This is an optimization exercise on Yosys and OpenROAD, whose aim is small area, a short achievable clock period and few clock cycles per item, not a production implementation.
At most, simulation tests tie the RTL to the original design; equivalence was not proved.
Power is estimated from default activity; no workload was simulated.

==> flow/design.v <==
module tcp_rx (
    input  wire        clk,
    input  wire        rst,
    input  wire        start,
    output wire        ready,
    input  wire        raw,
    input  wire [31:0] src_addr,
    input  wire [31:0] dst_addr,
    input  wire [15:0] len,
    input  wire        in_valid,
    output wire        in_ready,
    input  wire [31:0] in_data,
    output reg         done,
    output reg  [1:0]  result,
    output reg  [15:0] csum,
    output reg  [2:0]  seg_class,
    output reg  [15:0] payload_len,
    output reg  [15:0] sport,
    output reg  [15:0] dport,
    output reg  [31:0] seq_num,
    output reg  [31:0] ack_num,
    output reg  [3:0]  doff,
    output reg  [5:0]  flags,
    output reg  [15:0] window,
    output reg  [15:0] cksum_field,
    output reg  [15:0] urg_ptr
);
    localparam [1:0] RES_OK        = 2'd0;
    localparam [1:0] RES_MALFORMED = 2'd1;
    localparam [1:0] RES_CHECKSUM  = 2'd2;
    localparam [2:0] C_NONE   = 3'd0;
    localparam [2:0] C_DATA   = 3'd1;
    localparam [2:0] C_SYN    = 3'd2;
    localparam [2:0] C_SYNACK = 3'd3;
    localparam [2:0] C_ACK    = 3'd4;
    localparam [2:0] C_FIN    = 3'd5;
    localparam [2:0] C_FINACK = 3'd6;
    function [31:0] csa;
        input [15:0] a;
        input [15:0] b;
        input [15:0] c;
        reg   [15:0] s, k;
        begin
            s   = a ^ b ^ c;
            k   = (a & b) | (a & c) | (b & c);
            csa = {k[14:0], k[15], s};
        end
    endfunction
    reg         ready_q;      
    reg         in_ready_q;   
    reg         pend_q;       
    reg         raw_q;
    reg  [1:0]  low_q;        
    reg         short_q;      
    reg         hok_q;        
    reg         clr_q;        
    reg  [13:0] rem_q;        
    reg         rz_q;         
    reg  [4:0]  hc_q;         
    reg  [15:0] sx_q, sy_q, sz_q;   
    assign ready    = ready_q;
    assign in_ready = in_ready_q;
    wire beat   = in_valid & in_ready_q;
    wire last   = rz_q | ((rem_q == 14'd1) & (low_q == 2'd0));
    wire busy0  = ~ready_q & ~in_ready_q;          
    wire clr    = clr_q;                           
    wire [3:0] lane_ok;
    assign lane_ok[3] = 1'b1;
    assign lane_ok[2] = ~rz_q | (low_q != 2'd1);
    assign lane_ok[1] = ~rz_q | (low_q == 2'd3);
    assign lane_ok[0] = ~rz_q;
    wire [3:0]  lane = lane_ok & {4{in_ready_q}};
    wire [31:0] dm   = in_data & {{8{lane[3]}}, {8{lane[2]}}, {8{lane[1]}}, {8{lane[0]}}};
    wire [15:0] op_z = raw_q          ? 16'd0 :
                       busy0          ? 16'd6 :
                       (hc_q == 5'd0) ? {rem_q, low_q} :
                       (hc_q == 5'd1) ? 16'd6 : 16'd0;
    wire [31:0] l1 = csa(clr ? 16'd0 : sx_q, clr ? 16'd0 : sy_q, clr ? 16'd0 : sz_q);
    wire [31:0] l2 = csa(l1[15:0], l1[31:16], op_z);
    wire [15:0] op_a = ready_q ? src_addr[31:16] : l2[15:0];
    wire [15:0] op_b = ready_q ? src_addr[15:0]  : dm[31:16];
    wire [15:0] op_c = ready_q ? dst_addr[31:16] : dm[15:0];
    wire [31:0] l3 = csa(op_a, op_b, op_c);
    wire [15:0] nz = ready_q ? dst_addr[15:0] : l2[31:16];
    wire [15:0] fs     = l1[15:0];
    wire [15:0] fc     = l1[31:16];
    wire [16:0] fs0    = {1'b0, fs} + {1'b0, fc};
    wire [15:0] fs1    = fs + fc + 16'd1;
    wire [15:0] fold   = fs0[16] ? fs1 : fs0[15:0];
    wire        sum_ok = ((fs ^ fc) == 16'hFFFF) | ((fs & fc) == 16'hFFFF);
    wire [4:0]  hc_inc    = hc_q + 5'd1;
    wire        hc_ge4    = (hc_q[4:2] != 3'd0);    
    wire        pl_take   = beat & hc_ge4 & (hc_q == {1'b0, doff});
    wire        pl_clear  = beat & (hc_q == 5'd0);
    wire        hdr_fit   = beat & hc_ge4 & (hc_inc == {1'b0, doff}) & ~rz_q;
    wire        malformed = short_q | (doff < 4'd5) | ~hok_q;
    wire [5:0]  k         = flags & 6'h17;
    reg  [2:0]  cls;
    always @(*) begin
        if (payload_len != 16'd0)
            cls = ((flags & 6'h07) == 6'h00) ? C_DATA : C_NONE;
        else begin
            case (k)
                6'h02:   cls = C_SYN;
                6'h12:   cls = C_SYNACK;
                6'h10:   cls = C_ACK;
                6'h01:   cls = C_FIN;
                6'h11:   cls = C_FINACK;
                default: cls = C_NONE;
            endcase
        end
    end
    always @(posedge clk) begin
        csum        <= ~fold;
        seg_class   <= cls;
        if (raw_q)
            result <= RES_OK;
        else if (malformed)
            result <= RES_MALFORMED;
        else if (!sum_ok)
            result <= RES_CHECKSUM;
        else
            result <= RES_OK;
    end
    always @(posedge clk) begin
        if (in_valid || !in_ready_q) begin
            {sy_q, sx_q} <= l3;
            sz_q         <= nz;
        end
    end
    always @(posedge clk) begin
        if (beat) begin
            case (hc_q)
                5'd0: begin
                    sport <= in_data[31:16];
                    dport <= in_data[15:0];
                end
                5'd1: seq_num <= in_data;
                5'd2: ack_num <= in_data;
                5'd3: begin
                    doff   <= in_data[31:28];
                    flags  <= in_data[21:16];
                    window <= in_data[15:0];
                end
                5'd4: begin
                    cksum_field <= in_data[31:16];
                    urg_ptr     <= in_data[15:0];
                end
                default: ;
            endcase
        end
    end
    always @(posedge clk) begin
        if (ready_q && start) begin
            raw_q <= raw;
            low_q   <= len[1:0];
            short_q <= (len[15:2] < 14'd5);
        end
        if (pl_clear)
            payload_len <= 16'd0;
        else if (pl_take)
            payload_len <= {rem_q, low_q};
        if (pl_clear)
            hok_q <= 1'b0;
        else if (hdr_fit)
            hok_q <= 1'b1;
        if (ready_q)
            clr_q <= raw;
        else if (beat)
            clr_q <= 1'b0;
        if (ready_q)
            hc_q <= 5'd0;
        else if (beat && hc_q != 5'd16)
            hc_q <= hc_inc;
        if (ready_q) begin
            rem_q <= len[15:2];
            rz_q  <= (len[15:2] == 14'd0);
        end else if (beat) begin
            rem_q <= rem_q - 14'd1;
            rz_q  <= (rem_q == 14'd1);
        end
    end
    always @(posedge clk) begin
        if (rst) begin
            ready_q    <= 1'b1;
            in_ready_q <= 1'b0;
            pend_q     <= 1'b0;
            done       <= 1'b0;
        end else begin
            done <= ready_q & pend_q;
            if (ready_q) begin
                if (start) begin
                    ready_q    <= 1'b0;
                    in_ready_q <= (len != 16'd0);
                    pend_q     <= 1'b0;
                end else begin
                    pend_q     <= 1'b0;
                end
            end else if (busy0) begin
                ready_q <= 1'b1;
                pend_q  <= 1'b1;
            end else if (beat && last) begin
                in_ready_q <= 1'b0;
                ready_q    <= 1'b1;
                pend_q     <= 1'b1;
            end
        end
    end
endmodule
Settings: LEC_CHECK=0, CAP_MARGIN=20, CORE_MARGIN=2, CORE_UTILIZATION=40, PLACE_DENSITY=0.6, SLEW_MARGIN=20; clock period 11.0 ns.
standard.sh (not shown) runs the stock make flow with config.mk's settings and CLKGATE_MAP_FILE= SYNTH_SCRIPT=/design/flow/synth_recipe.tcl, a recipe that flattens the netlist after the stock synthesis.
==> flow/flow/run.sh <==
#!/bin/bash
# Layout flow: the standard ORFS flow (standard.sh) with these changes:
# - ports buffered by the smallest plain buffer (buf_1) instead of the
#   delay-cell buffer buffer_ports picks by default;
# - timing repair aimed at a setup margin below the clock period, so the
#   resizer works on the paths that set the achieved period;
# - clock tree synthesis without dummy loads.
# The make output goes to standard.log; each ORFS step writes its own log
# under orfs/logs/.
set -euo pipefail
bash standard.sh \
  "BUFFER_PORTS_ARGS=-buffer_cell sky130_fd_sc_hd__buf_1" \
  "SETUP_SLACK_MARGIN=7.7" \
  "CTS_ARGS=-sink_clustering_enable -repair_clock_nets -dont_use_dummy_load -sink_clustering_size 25 -sink_clustering_max_diameter 150" \
  finish > standard.log 2>&1
The starting point went through all stages and came out clean.
==> next run, changes <==
--- a/flow/design.v
+++ b/flow/design.v
@@ -55,11 +55,11 @@
     reg         hok_q;        
     reg         clr_q;        
     reg  [13:0] rem_q;        
     reg         rz_q;         
     reg  [4:0]  hc_q;         
-    reg  [15:0] sx_q, sy_q, sz_q;   
+    reg  [15:0] sx_q, sy_q;   
     assign ready    = ready_q;
     assign in_ready = in_ready_q;
     wire beat   = in_valid & in_ready_q;
     wire last   = rz_q | ((rem_q == 14'd1) & (low_q == 2'd0));
     wire busy0  = ~ready_q & ~in_ready_q;          
@@ -73,23 +73,21 @@
     wire [31:0] dm   = in_data & {{8{lane[3]}}, {8{lane[2]}}, {8{lane[1]}}, {8{lane[0]}}};
     wire [15:0] op_z = raw_q          ? 16'd0 :
                        busy0          ? 16'd6 :
                        (hc_q == 5'd0) ? {rem_q, low_q} :
                        (hc_q == 5'd1) ? 16'd6 : 16'd0;
-    wire [31:0] l1 = csa(clr ? 16'd0 : sx_q, clr ? 16'd0 : sy_q, clr ? 16'd0 : sz_q);
-    wire [31:0] l2 = csa(l1[15:0], l1[31:16], op_z);
-    wire [15:0] op_a = ready_q ? src_addr[31:16] : l2[15:0];
-    wire [15:0] op_b = ready_q ? src_addr[15:0]  : dm[31:16];
-    wire [15:0] op_c = ready_q ? dst_addr[31:16] : dm[15:0];
-    wire [31:0] l3 = csa(op_a, op_b, op_c);
-    wire [15:0] nz = ready_q ? dst_addr[15:0] : l2[31:16];
-    wire [15:0] fs     = l1[15:0];
-    wire [15:0] fc     = l1[31:16];
-    wire [16:0] fs0    = {1'b0, fs} + {1'b0, fc};
-    wire [15:0] fs1    = fs + fc + 16'd1;
+    wire [31:0] l1 = csa(clr ? 16'd0 : sx_q, clr ? 16'd0 : sy_q, op_z);
+    wire [15:0] op_a = ready_q ? src_addr[31:16] : l1[15:0];
+    wire [15:0] op_b = ready_q ? src_addr[15:0]  : l1[31:16];
+    wire [15:0] op_c = ready_q ? dst_addr[31:16] : dm[31:16];
+    wire [15:0] op_d = ready_q ? dst_addr[15:0]  : dm[15:0];
+    wire [31:0] l2 = csa(op_a, op_b, op_c);
+    wire [31:0] l3 = csa(l2[15:0], l2[31:16], op_d);
+    wire [16:0] fs0    = {1'b0, sx_q} + {1'b0, sy_q};
+    wire [15:0] fs1    = sx_q + sy_q + 16'd1;
     wire [15:0] fold   = fs0[16] ? fs1 : fs0[15:0];
-    wire        sum_ok = ((fs ^ fc) == 16'hFFFF) | ((fs & fc) == 16'hFFFF);
+    wire        sum_ok = ((sx_q ^ sy_q) == 16'hFFFF) | ((sx_q & sy_q) == 16'hFFFF);
     wire [4:0]  hc_inc    = hc_q + 5'd1;
     wire        hc_ge4    = (hc_q[4:2] != 3'd0);    
     wire        pl_take   = beat & hc_ge4 & (hc_q == {1'b0, doff});
     wire        pl_clear  = beat & (hc_q == 5'd0);
     wire        hdr_fit   = beat & hc_ge4 & (hc_inc == {1'b0, doff}) & ~rz_q;
@@ -121,14 +119,12 @@
             result <= RES_CHECKSUM;
         else
             result <= RES_OK;
     end
     always @(posedge clk) begin
-        if (in_valid || !in_ready_q) begin
+        if (in_valid || !in_ready_q)
             {sy_q, sx_q} <= l3;
-            sz_q         <= nz;
-        end
     end
     always @(posedge clk) begin
         if (beat) begin
             case (hc_q)
                 5'd0: begin
Result: Cell area came out lower by a few percent; via count shrinks by a little under a tenth; sequential share of layout area came out lower by 0.91 points; utilization rises by 1.0 points; global-route usage climbs by 0.31 points; cell count shrinks by a few percent; combinational power came out lower by a few percent; wire length decreases by a few percent; die area drops by a few percent; power came out lower by a few percent; area after synthesis shrinks by a few percent; clock-buffer cell count does not change.
Testbench counts after the change, summed over its fixed seeds: cycles 93,989, items 1,280.
Only the layout flow was run in the first run of this note; the RTL was not checked for function there.

========
== old ==
tcp_rx, a different RTL version from the one above (not shown whole).
For scale: about 910 cells after synthesis, ~250 flip-flops, about 12000 um2 of cells after synthesis.
==> module tcp_rx, before the edit <==
module tcp_rx (
    input  wire        clk,
    input  wire        rst,
    input  wire        start,
    output wire        ready,
    input  wire        raw,
    input  wire [31:0] src_addr,
    input  wire [31:0] dst_addr,
    input  wire [15:0] len,
    input  wire        in_valid,
    output wire        in_ready,
    input  wire [31:0] in_data,
    output reg         done,
    output reg  [1:0]  result,
    output reg  [15:0] csum,
    output reg  [2:0]  seg_class,
    output reg  [15:0] payload_len,
    output reg  [15:0] sport,
    output reg  [15:0] dport,
    output reg  [31:0] seq_num,
    output reg  [31:0] ack_num,
    output reg  [3:0]  doff,
    output reg  [5:0]  flags,
    output reg  [15:0] window,
    output reg  [15:0] cksum_field,
    output reg  [15:0] urg_ptr
);
    localparam [1:0] RES_OK        = 2'd0;
    localparam [1:0] RES_MALFORMED = 2'd1;
    localparam [1:0] RES_CHECKSUM  = 2'd2;
    localparam [2:0] C_NONE   = 3'd0;
    localparam [2:0] C_DATA   = 3'd1;
    localparam [2:0] C_SYN    = 3'd2;
    localparam [2:0] C_SYNACK = 3'd3;
    localparam [2:0] C_ACK    = 3'd4;
    localparam [2:0] C_FIN    = 3'd5;
    localparam [2:0] C_FINACK = 3'd6;
    function [31:0] csa;
        input [15:0] a;
        input [15:0] b;
        input [15:0] c;
        reg   [15:0] s, k;
        begin
            s   = a ^ b ^ c;
            k   = (a & b) | (a & c) | (b & c);
            csa = {k[14:0], k[15], s};
        end
    endfunction
    function [15:0] eac_add;
        input [15:0] a;
        input [15:0] b;
        reg   [15:0] g, p, gg, pp, c;
        integer i, l;
        begin
            g  = a & b;
            p  = a ^ b;
            gg = g;
            pp = a | b;
            for (l = 1; l < 16; l = l * 2)
                for (i = 15; i >= l; i = i - 1) begin
                    gg[i] = gg[i] | (pp[i] & gg[i-l]);
                    pp[i] = pp[i] & pp[i-l];
                end
            c[0] = gg[15];
            for (i = 1; i < 16; i = i + 1)
                c[i] = gg[i-1] | (pp[i-1] & gg[15]);
            eac_add = p ^ c;
        end
    endfunction
    reg         ready_q;      
    reg         in_ready_q;   
    reg         pend_q;       
    reg         raw_q;
    reg  [1:0]  low_q;        
    reg         short_q;      
    reg         bad_q;        
    reg         clr_q;        
    reg  [13:0] rem_q;        
    reg         rz_q;         
    reg         r1_q;         
    reg  [2:0]  hc_q;         
    reg  [15:0] sx_q, sy_q;   
    assign ready    = ready_q;
    assign in_ready = in_ready_q;
    wire beat   = in_valid & in_ready_q;
    wire last   = rz_q | (r1_q & (low_q == 2'd0));
    wire busy0  = ~ready_q & ~in_ready_q;          
    wire clr    = clr_q;                           
    wire [3:0] lane_ok;
    assign lane_ok[3] = 1'b1;
    assign lane_ok[2] = ~rz_q | (low_q != 2'd1);
    assign lane_ok[1] = ~rz_q | (low_q == 2'd3);
    assign lane_ok[0] = ~rz_q;
    wire [3:0]  lane = lane_ok & {4{in_ready_q}};
    wire [31:0] dm   = in_data & {{8{lane[3]}}, {8{lane[2]}}, {8{lane[1]}}, {8{lane[0]}}};
    wire [15:0] op_z = raw_q          ? 16'd0 :
                       busy0          ? 16'd6 :
                       (hc_q == 3'd0) ? {rem_q, low_q} :
                       (hc_q == 3'd1) ? 16'd6 : 16'd0;
    wire [31:0] l1 = csa(clr ? 16'd0 : sx_q, clr ? 16'd0 : sy_q, op_z);
    wire [15:0] op_a = ready_q ? src_addr[31:16] : l1[15:0];
    wire [15:0] op_b = ready_q ? src_addr[15:0]  : l1[31:16];
    wire [15:0] op_c = ready_q ? dst_addr[31:16] : dm[31:16];
    wire [15:0] op_d = ready_q ? dst_addr[15:0]  : dm[15:0];
    wire [31:0] l2 = csa(op_a, op_b, op_c);
    wire [31:0] l3 = csa(l2[15:0], l2[31:16], op_d);
    wire [15:0] fold   = eac_add(sx_q, sy_q);
    wire        sum_ok = ((sx_q ^ sy_q) == 16'hFFFF) | ((sx_q & sy_q) == 16'hFFFF);
    wire [4:0]  doff_m4   = 5'd4 - {1'b0, doff};
    wire [14:0] pl_diff   = {1'b0, rem_q} + {{10{doff_m4[4]}}, doff_m4};
    wire        pl_take   = in_valid & in_ready_q & (hc_q == 3'd4);
    wire        malformed = short_q | (doff < 4'd5) | bad_q;
    wire [5:0]  k         = flags & 6'h17;
    reg  [2:0]  cls;
    always @(*) begin
        if (payload_len != 16'd0)
            cls = ((flags & 6'h07) == 6'h00) ? C_DATA : C_NONE;
        else begin
            case (k)
                6'h02:   cls = C_SYN;
                6'h12:   cls = C_SYNACK;
                6'h10:   cls = C_ACK;
                6'h01:   cls = C_FIN;
                6'h11:   cls = C_FINACK;
                default: cls = C_NONE;
            endcase
        end
    end
    always @(posedge clk) begin
        csum        <= ~fold;
        seg_class   <= cls;
        if (raw_q)
            result <= RES_OK;
        else if (malformed)
            result <= RES_MALFORMED;
        else if (!sum_ok)
            result <= RES_CHECKSUM;
        else
            result <= RES_OK;
    end
    always @(posedge clk) begin
        if (in_valid || !in_ready_q)
            {sy_q, sx_q} <= l3;
    end
    always @(posedge clk) begin
        if (beat) begin
            case (hc_q)
                3'd0: begin
                    sport <= in_data[31:16];
                    dport <= in_data[15:0];
                end
                3'd1: seq_num <= in_data;
                3'd2: ack_num <= in_data;
                3'd3: begin
                    doff   <= in_data[31:28];
                    flags  <= in_data[21:16];
                    window <= in_data[15:0];
                end
                3'd4: begin
                    cksum_field <= in_data[31:16];
                    urg_ptr     <= in_data[15:0];
                end
                default: ;
            endcase
        end
    end
    always @(posedge clk) begin
        if (ready_q && start) begin
            raw_q <= raw;
            low_q   <= len[1:0];
            short_q <= (len[15:2] < 14'd5);
        end
        if (pl_take) begin
            payload_len <= {pl_diff[13:0], low_q};
            bad_q       <= pl_diff[14];
        end
        if (ready_q)
            clr_q <= raw;
        else if (beat)
            clr_q <= 1'b0;
        if (ready_q)
            hc_q <= 3'd0;
        else if (beat && hc_q != 3'd5)
            hc_q <= hc_q + 3'd1;
        if (ready_q) begin
            rem_q <= len[15:2];
            rz_q  <= (len[15:2] == 14'd0);
            r1_q  <= (len[15:2] == 14'd1);
        end else if (beat) begin
            rem_q <= rem_q - 14'd1;
            rz_q  <= (rem_q == 14'd1);
            r1_q  <= (rem_q == 14'd2);
        end
    end
    always @(posedge clk) begin
        if (rst) begin
            ready_q    <= 1'b1;
            in_ready_q <= 1'b0;
            pend_q     <= 1'b0;
            done       <= 1'b0;
        end else begin
            done <= ready_q & pend_q;
            if (ready_q) begin
                if (start) begin
                    ready_q    <= 1'b0;
                    in_ready_q <= (len != 16'd0);
                    pend_q     <= 1'b0;
                end else begin
                    pend_q     <= 1'b0;
                end
            end else if (busy0) begin
                ready_q <= 1'b1;
                pend_q  <= 1'b1;
            end else if (beat && last) begin
                in_ready_q <= 1'b0;
                ready_q    <= 1'b1;
                pend_q     <= 1'b1;
            end
        end
    end
endmodule
export LEC_CHECK = 0
export CAP_MARGIN = 20
export CORE_MARGIN = 2
export CORE_UTILIZATION = 40
export PLACE_DENSITY = 0.6
export SLEW_MARGIN = 20
create_clock -name core_clock -period 11.0 [get_ports {clk}]
==> flow/flow/run.sh <==
#!/bin/bash
# Layout flow: the standard ORFS flow (standard.sh) with these changes:
# - ports buffered by the smallest plain buffer (buf_1) instead of the
#   delay-cell buffer buffer_ports picks by default;
# - timing repair aimed at a setup margin below the clock period, so the
#   resizer works on the paths that set the achieved period;
# - clock tree synthesis without dummy loads.
# The make output goes to standard.log; each ORFS step writes its own log
# under orfs/logs/.
set -euo pipefail
bash standard.sh \
  "BUFFER_PORTS_ARGS=-buffer_cell sky130_fd_sc_hd__buf_1" \
  "SETUP_SLACK_MARGIN=7.6" \
  "CTS_ARGS=-sink_clustering_enable -repair_clock_nets -dont_use_dummy_load -sink_clustering_size 20 -sink_clustering_max_diameter 80" \
  finish > standard.log 2>&1
Here is what was changed in the inputs of new compared with old.
--- a/flow/design.v
+++ b/flow/design.v
@@ -43,33 +43,12 @@
         begin
             s   = a ^ b ^ c;
             k   = (a & b) | (a & c) | (b & c);
             csa = {k[14:0], k[15], s};
         end
     endfunction
-    function [15:0] eac_add;
-        input [15:0] a;
-        input [15:0] b;
-        reg   [15:0] g, p, gg, pp, c;
-        integer i, l;
-        begin
-            g  = a & b;
-            p  = a ^ b;
-            gg = g;
-            pp = a | b;
-            for (l = 1; l < 16; l = l * 2)
-                for (i = 15; i >= l; i = i - 1) begin
-                    gg[i] = gg[i] | (pp[i] & gg[i-l]);
-                    pp[i] = pp[i] & pp[i-l];
-                end
-            c[0] = gg[15];
-            for (i = 1; i < 16; i = i + 1)
-                c[i] = gg[i-1] | (pp[i-1] & gg[15]);
-            eac_add = p ^ c;
-        end
-    endfunction
     reg         ready_q;      
     reg         in_ready_q;   
     reg         pend_q;       
     reg         raw_q;
     reg  [1:0]  low_q;        
     reg         short_q;      
@@ -101,13 +80,15 @@
     wire [15:0] op_a = ready_q ? src_addr[31:16] : l1[15:0];
     wire [15:0] op_b = ready_q ? src_addr[15:0]  : l1[31:16];
     wire [15:0] op_c = ready_q ? dst_addr[31:16] : dm[31:16];
     wire [15:0] op_d = ready_q ? dst_addr[15:0]  : dm[15:0];
     wire [31:0] l2 = csa(op_a, op_b, op_c);
     wire [31:0] l3 = csa(l2[15:0], l2[31:16], op_d);
-    wire [15:0] fold   = eac_add(sx_q, sy_q);
+    wire [16:0] fs0    = {1'b0, sx_q} + {1'b0, sy_q};
+    wire [15:0] fs1    = sx_q + sy_q + 16'd1;
+    wire [15:0] fold   = fs0[16] ? fs1 : fs0[15:0];
     wire        sum_ok = ((sx_q ^ sy_q) == 16'hFFFF) | ((sx_q & sy_q) == 16'hFFFF);
     wire [4:0]  doff_m4   = 5'd4 - {1'b0, doff};
     wire [14:0] pl_diff   = {1'b0, rem_q} + {{10{doff_m4[4]}}, doff_m4};
     wire        pl_take   = in_valid & in_ready_q & (hc_q == 3'd4);
     wire        malformed = short_q | (doff < 4'd5) | bad_q;
     wire [5:0]  k         = flags & 6'h17;
### Flow results
new went all the way through the flow, and no timing, DRC or antenna check failed.
new vs old, headroom to the max-slew limit went up by 3.5 points.
In new relative to old, post-detailed-placement cell area had gone down slightly.
Critical path launch point = in_data[27]: new; critical path launch point = flags[1]: old
Diff old -> new: fmax lower; minimum period implied by the final worst setup slack has increased.
old and new ended up with roughly the same overall routed net length.
Fraction of met2 tracks used by global routing in new vs old: down 1.0 points
Comparing new against old, there is no change at all in final setup violation count.
Relative contribution of the clock network to total power: new > old
NOTE vias after detailed routing old->new decreased slightly
new against old: largest voltage drop on the vdd net moved up; number of buffers added for setup after CTS stayed essentially flat.
Function was not checked in any run of this note: the RTL went through the layout flow alone.

afterwards: timing with drivers on the ports:
The flow's constraints put no driver on any port. The routed layouts listed below were extracted and timed again, unchanged, in two steps. Step 1: set_driving_cell puts a clkbuf_16 on clk and a buf_2 on each other input, an assumption about the parent block. Step 2 times the ports against the registers' clock, not the clock port: input delays grow and output delays shrink by t, the midpoint of the rising clock arrivals with the driver on. a / b / c = no drivers / after step 1 / after step 2; a / b = the first two.
| run | t (ns) | setup slack, ns | worst setup path after step 2 | pins driven straight from the clock port |
|---|---|---|---|---|
| the first run of note 1 | 0.532 | 7.655 / 7.630 / 7.317 | input to register | 1 |
| the second run of note 1 | 0.510 | 7.657 / 7.657 / 7.190 | input to register | 1 |
| old | 0.524 | 7.638 / 7.590 / 7.136 | input to register | 1 |
| new | 0.540 | 7.620 / 7.586 / 7.101 | input to register | 1 |
After both steps every run listed still meets setup and hold. For new, which loses most, drivers alone change the setup slack by -0.034 ns; drivers and shift together by -0.519 ns.
